This design comes from an exercise in tuning for small area, a short achievable clock period and few clock cycles per item on the open sky130 flow, not from production work.
The RTL was checked by simulation tests, not by an equivalence proof against the original design.
No activity file was given, so power comes from the tool's default toggle rates.

File: config.mk
export PLATFORM = sky130hd
export DESIGN_NAME = wiegand_26_parity_unit
export DESIGN_NICKNAME = wiegand_26_parity_unit
export VERILOG_FILES = /design/flow/design.v
export SDC_FILE = /design/flow/constraint.sdc
export NUM_CORES = 4
export LEC_CHECK = 0
export CAP_MARGIN = 20
export CORE_MARGIN = 2
export CORE_UTILIZATION = 30
export SLEW_MARGIN = 20
File: constraint.sdc
create_clock -name core_clock -period 6.0 [get_ports {clk}]
set_input_delay 1.2000 -clock core_clock [delete_from_list [all_inputs] [get_ports {clk}]]
set_output_delay 1.2000 -clock core_clock [all_outputs]
set_load 0.01 [all_outputs]
File: design.v
module wiegand_parity (
    input  wire [23:0] payload,
    output wire        even,
    output wire        odd
);
    assign even = ^payload[23:12];
    assign odd  = ~^payload[11:0];
endmodule
module credential_formatter (
    input  wire [25:0]  frame,
    output reg  [207:0] bin_txt,
    output reg  [47:0]  hex_txt
);
    integer i;
    reg [3:0] nib;
    always @(*) begin
        for (i = 0; i < 26; i = i + 1)
            bin_txt[i*8 +: 8] = frame[25 - i] ? 8'h31 : 8'h30;
        for (i = 0; i < 6; i = i + 1) begin
            nib = frame[24 - 4*i -: 4];
            hex_txt[i*8 +: 8] = (nib <= 4'd9) ? (8'h30 + {4'd0, nib})
                                              : (8'h37 + {4'd0, nib});
        end
    end
endmodule
module wiegand_26_parity_unit (
    input  wire         clk,
    input  wire         rst,
    input  wire         req_valid,
    output wire         req_ready,
    input  wire [28:0]  req_iw,
    input  wire [4:0]   req_txt_len,
    input  wire [247:0] req_txt,
    output wire         resp_valid,
    input  wire         resp_ready,
    output wire [2:0]   resp_status,
    output wire [25:0]  resp_res,
    output wire [1:0]   resp_warn,
    output wire [207:0] resp_bin_txt,
    output wire [47:0]  resp_hex_txt
);
    localparam OP_FROM_BIN24 = 3'd0;
    localparam OP_FROM_BIN26 = 3'd1;
    localparam OP_FROM_HEX   = 3'd2;
    localparam OP_FROM_DEC   = 3'd3;
    localparam OP_RENDER     = 3'd4;
    localparam OP_COMPUTE    = 3'd5;
    localparam OP_VALIDATE   = 3'd6;
    localparam ST_OK          = 3'd0;
    localparam ST_INVALID     = 3'd1;
    localparam ST_OOR_FAC     = 3'd2;
    localparam ST_OOR_CARD    = 3'd3;
    localparam ST_ILLEGAL     = 3'd4;
    localparam S_EMPTY   = 2'd0;
    localparam S_PENDING = 2'd1;
    localparam S_DONE    = 2'd2;
    reg [1:0]   state;
    reg [28:0]  iw_q;
    reg [4:0]   len_q;
    reg [247:0] txt_q;
    reg [4:0]   idx;         
    reg [25:0]  sr;          
    reg         fmt_ok;      
    reg         comma_seen;  
    reg [16:0]  acc;         
    reg         acc_ovf;     
    reg [7:0]   fac_q;       
    reg         fac_oor;     
    reg [2:0]   st_q;
    reg [25:0]  res_q;
    reg [1:0]   warn_q;
    reg [207:0] bin_q;
    reg [47:0]  hex_q;
    wire [2:0]  op  = iw_q[28:26];
    wire [25:0] arg = iw_q[25:0];
    wire is_text_op = (op == OP_FROM_BIN24) || (op == OP_FROM_BIN26) ||
                      (op == OP_FROM_HEX)   || (op == OP_FROM_DEC);
    wire illegal = (op == 3'd7) ||
                   (is_text_op && (arg != 26'd0)) ||
                   ((op == OP_COMPUTE)  && (arg[25:24] != 2'd0)) ||
                   ((op == OP_VALIDATE) && (arg[25:4]  != 22'd0));
    wire [7:0] ch = txt_q[idx*8 +: 8];
    wire ch_bin   = (ch == 8'h30) || (ch == 8'h31);
    wire ch_dec   = (ch >= 8'h30) && (ch <= 8'h39);
    wire ch_upper = (ch >= 8'h41) && (ch <= 8'h46);
    wire ch_lower = (ch >= 8'h61) && (ch <= 8'h66);
    wire ch_hex   = ch_dec || ch_upper || ch_lower;
    wire ch_comma = (ch == 8'h2C);
    reg [3:0] ch_hexval;
    always @(*) begin
        if (ch_dec)
            ch_hexval = ch[3:0];
        else
            ch_hexval = ch[3:0] + 4'd9;    
    end
    reg ch_ok;
    always @(*) begin
        case (op)
            OP_FROM_BIN24, OP_FROM_BIN26:
                ch_ok = ch_bin;
            OP_FROM_HEX:
                if (len_q == 5'd8 && idx == 5'd0)
                    ch_ok = (ch == 8'h30);
                else if (len_q == 5'd8 && idx == 5'd1)
                    ch_ok = (ch == 8'h78) || (ch == 8'h58);
                else
                    ch_ok = ch_hex;
            default:  
                if (ch_comma)
                    ch_ok = !comma_seen && (idx != 5'd0) && (idx != len_q - 5'd1);
                else
                    ch_ok = ch_dec;
        endcase
    end
    wire [20:0] acc_next = acc * 21'd10 + {17'd0, ch[3:0]};
    wire        acc_next_ovf = acc_ovf || (acc_next > 21'd65535);
    wire scanning = is_text_op && !illegal && (idx < len_q);
    reg [23:0] payload;
    reg        len_ok;
    always @(*) begin
        case (op)
            OP_FROM_BIN24: begin payload = sr[23:0];        len_ok = (len_q == 5'd24); end
            OP_FROM_BIN26: begin payload = sr[24:1];        len_ok = (len_q == 5'd26); end
            OP_FROM_HEX:   begin payload = sr[23:0];        len_ok = (len_q == 5'd6) || (len_q == 5'd8); end
            default:       begin payload = {fac_q, acc[15:0]}; len_ok = (len_q >= 5'd3); end
        endcase
    end
    wire par_even, par_odd;
    wiegand_parity u_parity (
        .payload (payload),
        .even    (par_even),
        .odd     (par_odd)
    );
    wire cp_even, cp_odd;
    wiegand_parity u_parity_op (
        .payload (arg[23:0]),
        .even    (cp_even),
        .odd     (cp_odd)
    );
    wire [207:0] fmt_bin;
    wire [47:0]  fmt_hex;
    credential_formatter u_fmt (
        .frame   (arg),
        .bin_txt (fmt_bin),
        .hex_txt (fmt_hex)
    );
    reg [2:0]   st_n;
    reg [25:0]  res_n;
    reg [1:0]   warn_n;
    reg [207:0] bin_n;
    reg [47:0]  hex_n;
    always @(*) begin
        st_n   = ST_OK;
        res_n  = 26'd0;
        warn_n = 2'd0;
        bin_n  = 208'd0;
        hex_n  = 48'd0;
        if (illegal) begin
            st_n = ST_ILLEGAL;
        end else begin
            case (op)
                OP_RENDER: begin
                    res_n = {2'b00, arg[24:1]};
                    bin_n = fmt_bin;
                    hex_n = fmt_hex;
                end
                OP_COMPUTE: begin
                    res_n = {24'd0, cp_even, cp_odd};
                end
                OP_VALIDATE: begin
                    res_n = {22'd0, arg[1], arg[0], arg[3] ^ arg[1], arg[2] ^ arg[0]};
                end
                default: begin
                    if (!fmt_ok || !len_ok || (op == OP_FROM_DEC && !comma_seen))
                        st_n = ST_INVALID;
                    else if (op == OP_FROM_DEC && fac_oor)
                        st_n = ST_OOR_FAC;
                    else if (op == OP_FROM_DEC && acc_ovf)
                        st_n = ST_OOR_CARD;
                    else begin
                        res_n = {par_even, payload, par_odd};
                        if (op == OP_FROM_BIN26)
                            warn_n = {sr[25] ^ par_even, sr[0] ^ par_odd};
                    end
                end
            endcase
        end
    end
    always @(posedge clk) begin
        if (rst) begin
            state <= S_EMPTY;
        end else begin
            case (state)
                S_EMPTY:
                    if (req_valid) begin
                        iw_q       <= req_iw;
                        len_q      <= req_txt_len;
                        txt_q      <= req_txt;
                        idx        <= 5'd0;
                        sr         <= 26'd0;
                        fmt_ok     <= 1'b1;
                        comma_seen <= 1'b0;
                        acc        <= 17'd0;
                        acc_ovf    <= 1'b0;
                        fac_q      <= 8'd0;
                        fac_oor    <= 1'b0;
                        state      <= S_PENDING;
                    end
                S_PENDING:
                    if (scanning) begin
                        idx    <= idx + 5'd1;
                        fmt_ok <= fmt_ok && ch_ok;
                        if (op == OP_FROM_HEX)
                            sr <= {sr[21:0], ch_hexval};
                        else
                            sr <= {sr[24:0], ch[0]};
                        if (op == OP_FROM_DEC) begin
                            if (ch_comma) begin
                                comma_seen <= 1'b1;
                                fac_q      <= acc[7:0];
                                fac_oor    <= acc_ovf || (acc > 17'd255);
                                acc        <= 17'd0;
                                acc_ovf    <= 1'b0;
                            end else begin
                                acc     <= acc_next_ovf ? acc : acc_next[16:0];
                                acc_ovf <= acc_next_ovf;
                            end
                        end
                    end else begin
                        st_q   <= st_n;
                        res_q  <= res_n;
                        warn_q <= warn_n;
                        bin_q  <= bin_n;
                        hex_q  <= hex_n;
                        state  <= S_DONE;
                    end
                S_DONE:
                    if (resp_ready)
                        state <= S_EMPTY;
                default:
                    state <= S_EMPTY;
            endcase
        end
    end
    wire done = (state == S_DONE) && !rst;
    assign req_ready    = (state == S_EMPTY) && !rst;
    assign resp_valid   = done;
    assign resp_status  = done ? st_q   : 3'd0;
    assign resp_res     = done ? res_q  : 26'd0;
    assign resp_warn    = done ? warn_q : 2'd0;
    assign resp_bin_txt = done ? bin_q  : 208'd0;
    assign resp_hex_txt = done ? hex_q  : 48'd0;
endmodule
File: run.sh
#!/bin/bash
# synth_recipe.tcl (not shown) runs the flow's synth.tcl, then flattens the netlist and writes it again
# the make line also repeats each setting of config.mk as NAME=value (left out here)
make -C /OpenROAD-flow-scripts/flow DESIGN_CONFIG=/design/flow/config.mk WORK_HOME=/design/flow/orfs CLKGATE_MAP_FILE= SYNTH_SCRIPT=/design/flow/synth_recipe.tcl finish
==> flow_summary_export.csv <==
group,metric,value,unit
critical_path,cp_data_arrival_time,5540,ps
clock_network,clock_latency,630,ps
place,place_hpwl,46700,um
detailed_routing,drc,0,
final_layout,final_net_count,2482,
detailed_routing,wirelength,61400,um
synthesis,yosysTopAreaCellShare,59.0,%
critical_path,r2r_slack,800,ps
timing,slew_violations,0,
synthesis,synth_ff_type,"edfxtp_1",
synthesis,synth_area_leaders,"edfxtp_1 (59%), buf_4 (6.4%), mux4_2 (4.4%)",
detailed_routing,postRouteAntennaNets,0,
synthesis,synth.avg_cell_area,13.1,sq um
synthesis,ys_ff_latch,444,
floorplanning,die-area,77100,sq um
pwr,p_per_area,267,nW/um^2
final_layout,multiInputGateArea,7780,sq um
global_route,grt_first_pass_wirelength,90200,um
critical_path,crit_path_max_fanout,44,
clock_network,cts.sinks,444,
critical_path,reg2reg_from,"idx[0]",
critical_path,cp-start-kind,"register",
global_route,overflow,0,
min_path,hold_path_class,"reg -> reg",
timing,layout_setup_ws,795,ps
critical_path,path_cells,"buf_12, mux4_2, a22o_1, a211oi_1, or2_2, inv_1, ha_1, a21o_1, a21oi_1, nor2_1, nor4bb_1, nand4_1, nor4bb_1, o211ai_1, a21oi_1, buf_4",
place,gp_congestion,0.841,
synthesis,synth.yosys.seq_area_share,59.2,%
place,place_ws,797,ps
critical_path,r2r_cells,16,
floorplanning,io_pins,575,
min_path,whs_path_depth,1,
final_layout,diodes,0,
clock_network,clk_path_buf_depth,3,
critical_path,cp.required,6340,ps
timing,post-route-period-util,86.7,%
clock_network,hold_buffers,0,
detailed_routing,firstDrtPassIters,5,
critical_path,worstSetupPathType,"reg -> reg",
floorplanning,initial_utilization,30.2,%
timing,rsz0062_at_grt,"false",
global_route,first_global_vias,14500,
synthesis,synth_cells,1720,
clock_network,ctsResizeCount,0,
floorplanning,die_x,278,um
pwr,total_power,7690,uW
critical_path,end_kind,"register",
detailed_routing,routed_via_density,4.64,
min_path,hold_end,"bin_q[0]",
critical_path,crit_family,"compound AO/OA/AOI/OAI gates",
detailed_routing,drtIter0Drc,1155,
clock_network,cts_made_buffers,50,
final_layout,seq_area,13300,sq um
clock_network,path_clk_slew,60,ps
clock_network,cts_tree,"built",
timing,max_freq,0.192,GHz
global_route,antenna_found_initial,3,
synthesis,synth_edf_count,442,
final_layout,fillers,7099,
final_layout,area_growth,28.3,%
pwr,p_leak,0.0104,uW
timing,hold_viol,0,
final_layout,layout-drive-gt1-share,7.99,%
run_status,status,"complete, no violations",
floorplanning,fp.coreArea,74300,sq um
detailed_routing,vias,14500,
synthesis,netlist-cell-type-count,68,
timing,fin_crit,5200,ps
timing,maxSlewHeadroom,34.3,%
critical_path,cp_slowest_stage_delay,670,ps
clock_network,htree_levels,2,
timing,setup_tns,0,ps
detailed_routing,routedWlPerCell,19.7,um
place,dpl_cell_area,27200,sq um
min_path,min_from,"iw_q[25]",
critical_path,crit_buf_inv,3,
synthesis,yosysWarningCount,2,
critical_path,cp_slowest_cell,"a21oi_1",
global_route,globalRouteTotalUtil,15.4,%
floorplanning,num_rows,100,
critical_path,r2r_end,"acc[14]",
synthesis,async_flop_share,0,%
place,port_buffers,438,
floorplanning,die_h,278,um
timing,setup_viol,0,
synthesis,synth_top_area_cell,"edfxtp_1",
timing,skew,49.2,ps
final_layout,finalInstanceArea,28800,sq um
run,cap_violations,0,
timing,tightest_slew,984,ps
clock_network,root_buffer,"clkbuf_16",
pwr,irDropWorstVdd,0.000221,V
global_route,grt_max_degree,72,
clock_network,cts_setup_buffers,0,
synthesis,syn-cell-area,22500,sq um
## per-stage QoR
step | hold WS [ps] | utilization, % | std cells
6_report | 567 | 38.8 | 3121
4_1_cts | 584 | 38.8 | 3121
3_3_place_gp | 541 | 36.6 | 3033
2_1_floorplan | 488 | - | 1855
3_5_place_dp | 566 | 36.6 | 3033
5_1_grt | 597 | 38.8 | 3121
## synth_stat cells, types with 8 or more instances
master / n
xor2_1: 14
edfxtp_1: 442
buf_2: 12
mux2i_1: 28
nor2b_1: 11
nor3_1: 15
mux2_2: 9
and2_1: 124
o221ai_1: 10
buf_4: 192
o22ai_1: 20
clkbuf_1: 50
nand2_1: 94
nand3_1: 15
ha_1: 78
and3_1: 9
a21oi_1: 89
a22o_1: 52
o21a_1: 8
a21o_1: 10
o211ai_1: 9
nor2_1: 123
xnor2_1: 52
a211oi_1: 14
mux4_2: 44
o21ai_0: 28
nand4_1: 8
inv_1: 54
## flip-flops by register name (all words and copies together) (netlist names), 2 cells and up
register	cells
txt_q	248
hex_q	42
iw_q	29
bin_q	27
res_q	26
sr	26
acc	17
fac_q	8
idx	5
len_q	5
st_q	3
state	2
warn_q	2
## report_power, final
part / total, uW / switching, uW / internal, uW
logic: 1010 / 533 / 481
registers: 3640 / 68.5 / 3570
clock network: 3040 / 1290 / 1750
## worst max path at each step
stage	startpoint	endpoint	slack, ps	depth (start not counted)
floorplan	iw_q[27]	bin_q[0]	110	7
global placement	idx[0]	acc[15]	930	16
detailed placement	idx[0]	acc[9]	800	16
CTS	idx[0]	acc[15]	840	16
global route	idx[0]	acc[15]	400	16
finish	idx[0]	acc[14]	800	16
## metal layers
layer / wire (um) / GRT usage, % / share of wire (%)
met1: 24300 / 18.4 / 40
met3: 5130 / 4.38 / 8.4
met5: 40 / 0 / 0.065
met2: 30500 / 27.0 / 50
met4: 1350 / 4.17 / 2.2
## cells by family (layout without fill, tap and decap cells)
| family | after synthesis | after routing | synth area share [%] |
|---|---|---|---|
| xor gates and xnor gates | 68 | 68 | 2.77 |
| DFF | 444 | 444 | 59.2 |
| other | 1 | 136 | 0.0167 |
| buffers and inverters | 318 | 615 | 8.65 |
| and+or+nand+nor | 433 | 433 | 9.63 |
| AOI/OAI and AO/OA | 295 | 295 | 9.09 |
| muxes | 81 | 81 | 6.11 |
| adders and majority gates | 80 | 80 | 4.52 |
## placed cells by master, fill, tap and decap left out, drive strengths merged, types with 6 or more instances in the layout
master	count
clkinv	25
o21a	8
mux4	44
mux2	9
buf	34
nor2b	11
o221ai	10
nand3	15
o22ai	20
nand2b	7
a22o	52
o211ai	9
a31oi	6
conb	136
a41oi	7
a21o	10
nand2	94
inv	58
o21ai	33
and3	9
nor3	15
a21oi	89
xor2	14
nor2	123
a211oi	14
and2	124
xnor2	52
clkdlybuf4s50	438
nor4	6
nand4	8
mux2i	28
ha	78
edfxtp	442
clkbuf	54
a221o	6
## layout make-up
| cell class | count | area share [%] |
|---|---|---|
| inverters | 55 | 0.716 |
| clock buffers | 54 | 4.39 |
| well taps | 969 | 4.20 |
| flip-flops and latches | 444 | 46.2 |
| repair buffers | 472 | 16.3 |
| clock inverters | 34 | 1.24 |
| multi-input cells | 1093 | 27.0 |
Testbench counts, summed over its fixed seeds: cycles 31,059, items 2,400.

[static timing again, ports no longer ideal]
The flow's constraints put no driver on any port. The routed layout listed below was extracted and timed again, unchanged, in two steps.
Step 1 (the two cells are an assumption about what drives the block):
set clk [get_ports {clk}]
set_driving_cell -lib_cell sky130_fd_sc_hd__clkbuf_16 $clk
set_driving_cell -lib_cell sky130_fd_sc_hd__buf_2 [delete_from_list [all_inputs] $clk]
Step 2, shift: input delay + t, output delay - t, t = (earliest + latest rising clock arrival at the registers) / 2. This alone moves slack from input paths to output paths.
a / b / c = ideal ports / drivers / drivers and shift; a / b = the first two.
t (ns): 0.668
setup slack, ns: 0.795 / 0.795 / 0.795
worst register clock-pin slew, ns: 0.06 / 0.06
worst data-port slew with drivers (ns): 0.11
cell pins on the clock port's net: 1
After both steps this run still meets setup and hold. The setup slack of this run moves by 0.000 ns with the drivers and by 0.000 ns with both steps.
